Source: an optimization exercise on an open RTL-to-GDS flow (aim: small area, a short achievable clock period and few clock cycles). Production flows keep margins and buffers that such runs may drop. In this exercise RTL edits were held to simulation tests only and were not proved equivalent to the original. Power figures rest on the tool's default switching activity, not on a simulated workload.

==> run a: inputs <==
==> flow/design.v (excerpt) <==
module sfc (
    input  wire        clk,
    input  wire        rst,
    input  wire        h_valid,
    input  wire        h_write,
    input  wire [11:0] h_addr,
    input  wire [1:0]  h_size,      
    input  wire [31:0] h_wdata,
    output reg         h_ready,
    output reg  [31:0] h_rdata,
    output reg         h_err,
    output reg         tx_valid,
    output reg  [7:0]  tx_data,
    input  wire        tx_ready,
    input  wire        tx_err,
    input  wire [7:0]  tx_code,
    output wire        cs,
    output wire        disp
);
clock: 15.0 ns
lec_check: 0
cap_margin: 20
cell_pad_in_sites_detail_placement: 1
cell_pad_in_sites_global_placement: 2
core_margin: 2
core_utilization: 50
cts_cluster_diameter: 100
cts_cluster_size: 24
gpl_routability_driven: 1
place_density: 0.65
slew_margin: 20
standard.sh (not shown) runs the stock make flow with config.mk's settings and CLKGATE_MAP_FILE= SYNTH_SCRIPT=/design/flow/synth_recipe.tcl, a recipe that flattens the netlist after the stock synthesis.
==> flow/flow/run.sh <==
#!/bin/bash
set -euo pipefail
bash standard.sh SETUP_SLACK_MARGIN=10.5 finish > run_standard.log 2>&1
==> run b: changes against run a <==
--- a/flow/design.v
+++ b/flow/design.v
@@ -25,15 +25,13 @@
         end
     endfunction
     localparam A_CMD = 12'h000, A_STATUS = 12'h004, A_ERRINFO = 12'h008,
                A_CTRL = 12'h00C, A_GRID_LO = 12'h010, A_GRID_HI = 12'h014,
                A_SIMSTAT = 12'h018, A_TICKCNT = 12'h01C, A_OAM_COUNT = 12'h020;
-    wire       i_ok     = (h_size == 2'd2) && (h_addr[1:0] == 2'b00);
-    wire       i_oam    = (h_addr[11:10] == 2'b00) &&
-                          ((h_addr[9:8] == 2'b01) || (h_addr[9:7] == 3'b100));   
-    wire       i_low    = (h_addr[11:6] == 6'd0) && (h_addr[5:0] <= 6'h20);    
-    wire       i_bad    = !i_ok || !(i_low || i_oam);
+    wire       i_oam    = (h_addr >= 12'h100) && (h_addr <= 12'h27F);
+    wire       i_bad    = (h_size != 2'd2) || (h_addr[1:0] != 2'b00) ||
+                          !((h_addr <= A_OAM_COUNT) || i_oam);
     wire       i_word   = h_addr[2];
     wire       s_cmd     = (h_addr == A_CMD);
     wire       s_status  = (h_addr == A_STATUS);
     wire       s_errinfo = (h_addr == A_ERRINFO);
     wire       s_ctrl    = (h_addr == A_CTRL);
@@ -97,26 +95,30 @@
             ph_b  <= (ph_b  == 6'd47) ? 6'd0 : ph_b + 6'd1;
             ph_ah <= (ph_ah == 6'd47) ? 6'd0 : ph_ah + 6'd1;
             ph_bh <= (ph_bh == 6'd47) ? 6'd0 : ph_bh + 6'd1;
         end
     end
+    reg [4:0] clr_left;
     reg       clearing;
     always @(posedge clk) begin
-        if (rst)                            clearing <= 1'b1;
-        else if (clearing && ph == 6'd23)   clearing <= 1'b0;
+        if (rst) begin
+            clr_left <= 5'd23;
+            clearing <= 1'b1;
+        end else if (clearing) begin
+            clr_left <= clr_left - 5'd1;
+            if (clr_left == 5'd0) clearing <= 1'b0;
+        end
     end
     reg  st_cmd;             
     reg  st_t1;              
     reg  st_t2;              
     reg  st_p2;              
-    reg  st_p3;              
-    reg  same_r;
     reg  st_per;             
     reg  [3:0] op_r;
     reg  btn_r;
     reg  slide_pend;
-    wire st_any = st_t1 || st_t2 || st_p2 || st_p3;
+    wire st_any = st_t1 || st_t2 || st_p2;
     wire act = h_valid && !h_ready && !st_any;
     reg  mat;                                  
     wire obusy = mat || clearing;
     wire [3:0] i_op   = h_wdata[3:0];
     wire wr_cmd   = h_write && s_cmd;
@@ -127,26 +129,29 @@
     wire at_b     = (h_addr[8:3] == p32(ph_b));
     wire at_ah    = (h_addr[8:3] == p32(ph_ah));
     wire at_bh    = (h_addr[8:3] == p32(ph_bh));
     wire at_w     = i_word ? (at_ah || at_bh) : (at_a || at_b);
     wire op_multi = (i_op == 4'h2) || (i_op == 4'h6) || (i_op == 4'h7);
-    wire w_ok     = act && h_write && i_ok;            
-    wire free     = !busy && !obusy;
-    wire g_cmd    = w_ok && s_cmd;
-    wire g_cnt    = w_ok && s_cnt;
-    wire g_oam    = w_ok && i_oam;
-    wire busy_wr  = (g_cmd || g_cnt || g_oam) && busy;
-    wire cmd_go   = g_cmd && free && !op_multi;        
-    wire multi_go = g_cmd && free && op_multi;
-    wire do_cnt   = g_cnt && free;
-    wire do_oamw  = g_oam && free && at_w;
-    wire good_w   = w_ok && !i_bad;                    
-    wire rd_done  = act && !h_write && i_ok &&
-                    ((i_low && !s_cnt) || (!obusy && (s_cnt || (i_oam && at_a))));
-    wire w_plain  = w_ok && i_low && !s_cmd && !s_cnt;  
-    wire acc      = (act && i_bad) || rd_done || w_plain || busy_wr ||
-                    cmd_go || do_cnt || do_oamw;
+    reg  fin;
+    always @* begin
+        fin = 1'b1;
+        if (i_bad) fin = 1'b1;
+        else if (!h_write) begin
+            if (i_oam)       fin = !obusy && at_a;
+            else if (s_cnt)  fin = !obusy;
+        end else if (guarded && busy) fin = 1'b1;
+        else if (guarded && obusy) fin = 1'b0;
+        else if (wr_oam) fin = at_w;
+        else if (wr_cmd && op_multi) fin = 1'b0;
+    end
+    wire acc      = act && fin;
+    wire good_w   = acc && !i_bad && h_write;
+    wire busy_wr  = good_w && guarded && busy;
+    wire cmd_go   = good_w && wr_cmd && !busy;          
+    wire multi_go = act && !i_bad && wr_cmd && !busy && !obusy && op_multi;
+    wire do_cnt   = good_w && wr_cnt && !busy;
+    wire do_oamw  = good_w && wr_oam && !busy;
     wire cmd_resv  = st_cmd && op_r[3];
     wire do_press  = st_cmd && (op_r == 4'h1);
     wire do_init   = st_cmd && (op_r == 4'h3);
     wire do_build  = st_cmd && (op_r == 4'h4);
     wire do_comp   = st_cmd && (op_r == 4'h5);
@@ -417,12 +422,12 @@
         end else if (do_oamw) begin
             if (i_word) begin wa_hi = at_ah; wb_hi = !at_ah; end
             else        begin wa_lo = at_a;  wb_lo = !at_a;  end
         end
     end
-    wire p2_redraw = st_p3 && !same_r;
-    wire p2_same   = st_p3 && same_r;
+    wire p2_redraw = st_p2 && !same;
+    wire p2_same   = st_p2 && same;
     assign mat_start = do_build || p2_redraw || (p2_same && !oam_ok);
     wire start_snap = p2_redraw;
     wire start_gen  = do_comp;
     wire [31:0] status_word  = {26'd0, drawn, prev_valid, busy, cerr, terr, busy};
     wire [31:0] errinfo_word = {ei_tcode, 3'd0, ei_byte, ei_row, 4'd0, 2'd0, ei_cause};
@@ -453,22 +458,19 @@
             h_err   <= 1'b0;
             st_cmd  <= 1'b0;
             st_t1   <= 1'b0;
             st_t2   <= 1'b0;
             st_p2   <= 1'b0;
-            st_p3   <= 1'b0;
             st_per  <= 1'b0;
         end else begin
-            h_ready <= acc || (st_t2 && !st_per) || st_p3;
+            h_ready <= acc || (st_t2 && !st_per) || st_p2;
             h_err   <= acc && i_bad;
             st_cmd  <= cmd_go;
             st_t1   <= multi_go && (i_op != 4'h6);
             if (multi_go) st_per <= (i_op == 4'h7);
             st_t2   <= st_t1;
             st_p2   <= (multi_go && (i_op == 4'h6)) || (st_t2 && st_per);
-            st_p3   <= st_p2;
-            same_r  <= same;
         end
     end
     always @(posedge clk) begin
         if (rst) begin
             oam_count  <= 6'd0;
- CTS_CLUSTER_SIZE: 24 -> 30
==> notes.md <==
metric                                                               run b              run a
Run status                                no timing/DRC/antenna violations  no timing/DRC/antenna violations
Fillcell total                                                       17300              17500
GR met2 Demand/Resource                                              0.460              0.459
Data required, critical path                                      15.73 ns           15.72 ns
Final std cell area, no fill                                    102000 um2         100000 um2
Fraction of the cycle the final worst path needs                     0.354              0.305
Post-cts sizing count                                                  508                385
Number of buffers outside the clock class in the layout                348                283
Initial Utilization                                                  0.504              0.502
Layout area overhead                                                 12.1%              10.9%
Horiz. Die Dim                                                      431 um             429 um
RR Startpoint                                            y[0]$_SDFFE_PP0P_  y[1]$_SDFFE_PP0P_
Seq. pwr                                                           8.68 mW            8.66 mW
Number of clock buffers inserted by TritonCTS                          132                156
Proportion of cell area occupied by multi-input gates                0.232              0.224
Internal power consumption                                         10.5 mW            10.7 mW
CP max FO                                                                7                 21
Clock sink count                                                      3229               3226
Testbench counts of run a, summed over its fixed seeds: cycles 359,656.
Testbench counts of run b, summed over its fixed seeds: cycles 359,409.

## re-timing with driven ports
How much do the figures lean on ideal ports? The routed layouts below were timed once more, with nothing changed but the port constraints.
Step 1: set_driving_cell puts a clkbuf_16 on clk and a buf_2 on each other input, an assumption about the parent block.
Step 2 moves the port delays by t, midway between the first and last clock arrival at a register: inputs arrive t later, outputs are due t later. That takes back most of the time a late clock gives input paths.
a / b / c = ideal / step 1 / step 2; a / b = the first two.
run	shift t [ns]	slack for setup (ns)	latest minus earliest clock arrival (ns)
run a	0.938	10.421 / 10.438 / 9.500	0.064 / 0.064
run b	0.913	9.690 / 9.610 / 8.697	0.062 / 0.062
After both steps every run listed still meets setup and hold. The setup slack of run b, which loses most, moves by -0.080 ns with the drivers and by -0.993 ns with both steps.
